From an optimization exercise on the open Yosys and OpenROAD flow, aimed at small area, a short achievable clock period and few clock cycles per item; shortcuts taken in it are not production practice.
Function was checked by simulation only, so behaviour that the tests miss may differ from the original.
Power is estimated from default activity; no workload was simulated.

01-27:
## owcrc_engine
module owcrc_engine (
    input  wire        clk,
    input  wire        rst,           
    input  wire        host_sel,
    input  wire        host_we,
    input  wire [7:0]  host_addr,
    input  wire [31:0] host_wdata,
    output reg  [31:0] host_rdata
);
    reg [31:0] cmd_q;
    reg        err, ill, wign;
    reg [15:0] crc_acc;
    reg [31:0] devid_lo, devid_hi;
    reg [6:0]  xfer_addr;
    reg [7:0]  xfer_reg;
    reg [4:0]  xfer_len;
    reg [15:0] data_q;
    reg [1:0]  cfg_speed;
    reg [2:0]  cfg_gsel, cfg_isel;
    reg [23:0] res;
    reg [31:0] buf0, buf1, buf2, buf3;
    reg        crc_run;       
    reg [1:0]  widx;          
    reg        lx_run;        
    reg [1:0]  lx_cnt;        
    wire busy = crc_run | lx_run;
    wire wr = host_sel &  host_we;
    wire a_lo = (host_addr[7:6] == 2'b00) && (host_addr[1:0] == 2'b00);
    wire a_hi = (host_addr[7:4] == 4'b0100) && (host_addr[1:0] == 2'b00);
    wire [3:0] ai = host_addr[5:2];
    wire s_cmd  = a_lo && ai == 4'd0;
    wire s_stat = a_lo && ai == 4'd1;
    wire s_crc  = a_lo && ai == 4'd2;
    wire s_dlo  = a_lo && ai == 4'd3;
    wire s_dhi  = a_lo && ai == 4'd4;
    wire s_xfer = a_lo && ai == 4'd5;
    wire s_data = a_lo && ai == 4'd6;
    wire s_cfg  = a_lo && ai == 4'd7;
    wire s_buf  = a_hi;
    wire dropable = s_cmd | s_crc | s_dlo | s_dhi | s_xfer | s_data | s_cfg | s_buf;
    wire wr_ok    = wr & ~busy;
    wire [31:0] status_word = {23'd0, wign, 3'd0, err, ill, 1'b0, err, busy};
    reg  [31:0] rd_lo, rd_buf;
    always @(*) begin
        case (ai)
            4'd0: rd_lo = cmd_q;
            4'd1: rd_lo = status_word;
            4'd2: rd_lo = {16'd0, crc_acc};
            4'd3: rd_lo = devid_lo;
            4'd4: rd_lo = devid_hi;
            4'd5: rd_lo = {11'd0, xfer_len, xfer_reg, 1'b0, xfer_addr};
            4'd6: rd_lo = {16'd0, data_q};
            4'd7: rd_lo = {21'd0, cfg_isel, 1'b0, cfg_gsel, 2'b00, cfg_speed};
            4'd8: rd_lo = {{10{res[21]}}, res[21:0]};
            default: rd_lo = 32'd0;
        endcase
        case (ai[1:0])
            2'd0: rd_buf = buf0;
            2'd1: rd_buf = buf1;
            2'd2: rd_buf = buf2;
  ...
Size: about 1900 cells after synthesis, about 350 flip-flops, roughly 76 I/O pins.
clock: 12.0 ns
lec_check: 0
cap_margin: 20
core_margin: 2
core_utilization: 30
slew_margin: 20
tns_end_percent: 0
standard.sh (not shown) runs the stock make flow with config.mk's settings and CLKGATE_MAP_FILE= SYNTH_SCRIPT=/design/flow/synth_recipe.tcl, a recipe that flattens the netlist after the stock synthesis.
==> flow/flow/run.sh <==
#!/bin/bash
# The standard ORFS layout (standard.sh, standard synthesis unchanged) with
# faster port buffers and timing repair asked to leave extra setup slack.
set -euo pipefail
MARGIN=$(cat flow/margin.txt)
PORTBUF=$(cat flow/portbuf.txt)
bash standard.sh SETUP_SLACK_MARGIN=$MARGIN "BUFFER_PORTS_ARGS=-buffer_cell $PORTBUF" finish > standard.log 2>&1
==> flow/flow/margin.txt <==
7.7
==> flow/flow/portbuf.txt <==
sky130_fd_sc_hd__buf_4
Testbench counts of 01-27, summed over its fixed seeds: cycles 14,986, commands 1,920.
Input changes introduced in 02-15 (baseline for comparison: 01-27):
==> flow/flow/run.sh <==
#!/bin/bash
# The standard ORFS layout (standard.sh, standard synthesis unchanged) with
# faster port buffers, free cell sizing, and timing repair asked to leave
# extra setup slack.
set -euo pipefail
MARGIN=$(cat flow/margin.txt)
PORTBUF=$(cat flow/portbuf.txt)
bash standard.sh SETUP_SLACK_MARGIN=$MARGIN MATCH_CELL_FOOTPRINT=0 "BUFFER_PORTS_ARGS=-buffer_cell $PORTBUF" finish > standard.log 2>&1
==> flow/flow/margin.txt <==
8.8
[summary]
Setup slack: 02-15 more than 01-27
Final estimated routing congestion in global placement, 02-15 and 01-27: larger value in 02-15
In terms of setup-violating endpoint count in the final report, 02-15 and 01-27 differ only marginally.
02-15 gives more number of nets at the end of the flow than 01-27 did.
Summary of the comparison: post-layout instance count excluding filler cells is higher in 02-15, relative to 01-27.
The relative contribution of the clock network to total power of 02-15 falls short of that of 01-27 by 2.4 points.
~same clock transition at the registers of the reported paths in 02-15 and 01-27
02-15: no failed stages, no open violations at the end
In 02-15, the first-pass iteration count of the detailed router came out 1 above the value in 01-27.
02-15 vs 01-27, critical path's slowest cell: xnor3_1 vs nor4_4
Higher total length of routed met2 wires goes to 02-15 over 01-27.

separate check: timing with driven ports:
How much do the figures lean on ideal ports? The routed layouts below were timed once more, with nothing changed but the port constraints.
Step 1, drivers: a clkbuf_16 drives clk and a buf_2 each remaining input, both assumed.
Step 2 moves the port delays by t, midway between the first and last clock arrival at a register: inputs arrive t later, outputs are due t later. That takes back most of the time a late clock gives input paths.
Slacks: no drivers / after step 1 / after step 2; pairs: no drivers / after step 1.
| run | t, ns | slack for setup (ns) | slew at the worst register clock pin (ns) | cell pins on the clock port's net |
|---|---|---|---|---|
| 01-27 | 0.618 | 7.579 / 7.577 / 6.959 | 0.07 / 0.07 | 1 |
| 02-15 | 0.614 | 7.760 / 7.760 / 7.213 | 0.06 / 0.06 | 1 |
After both steps setup and hold are still met in every run listed. For 01-27, which loses most, drivers alone change the setup slack by -0.002 ns; drivers and shift together by -0.620 ns.
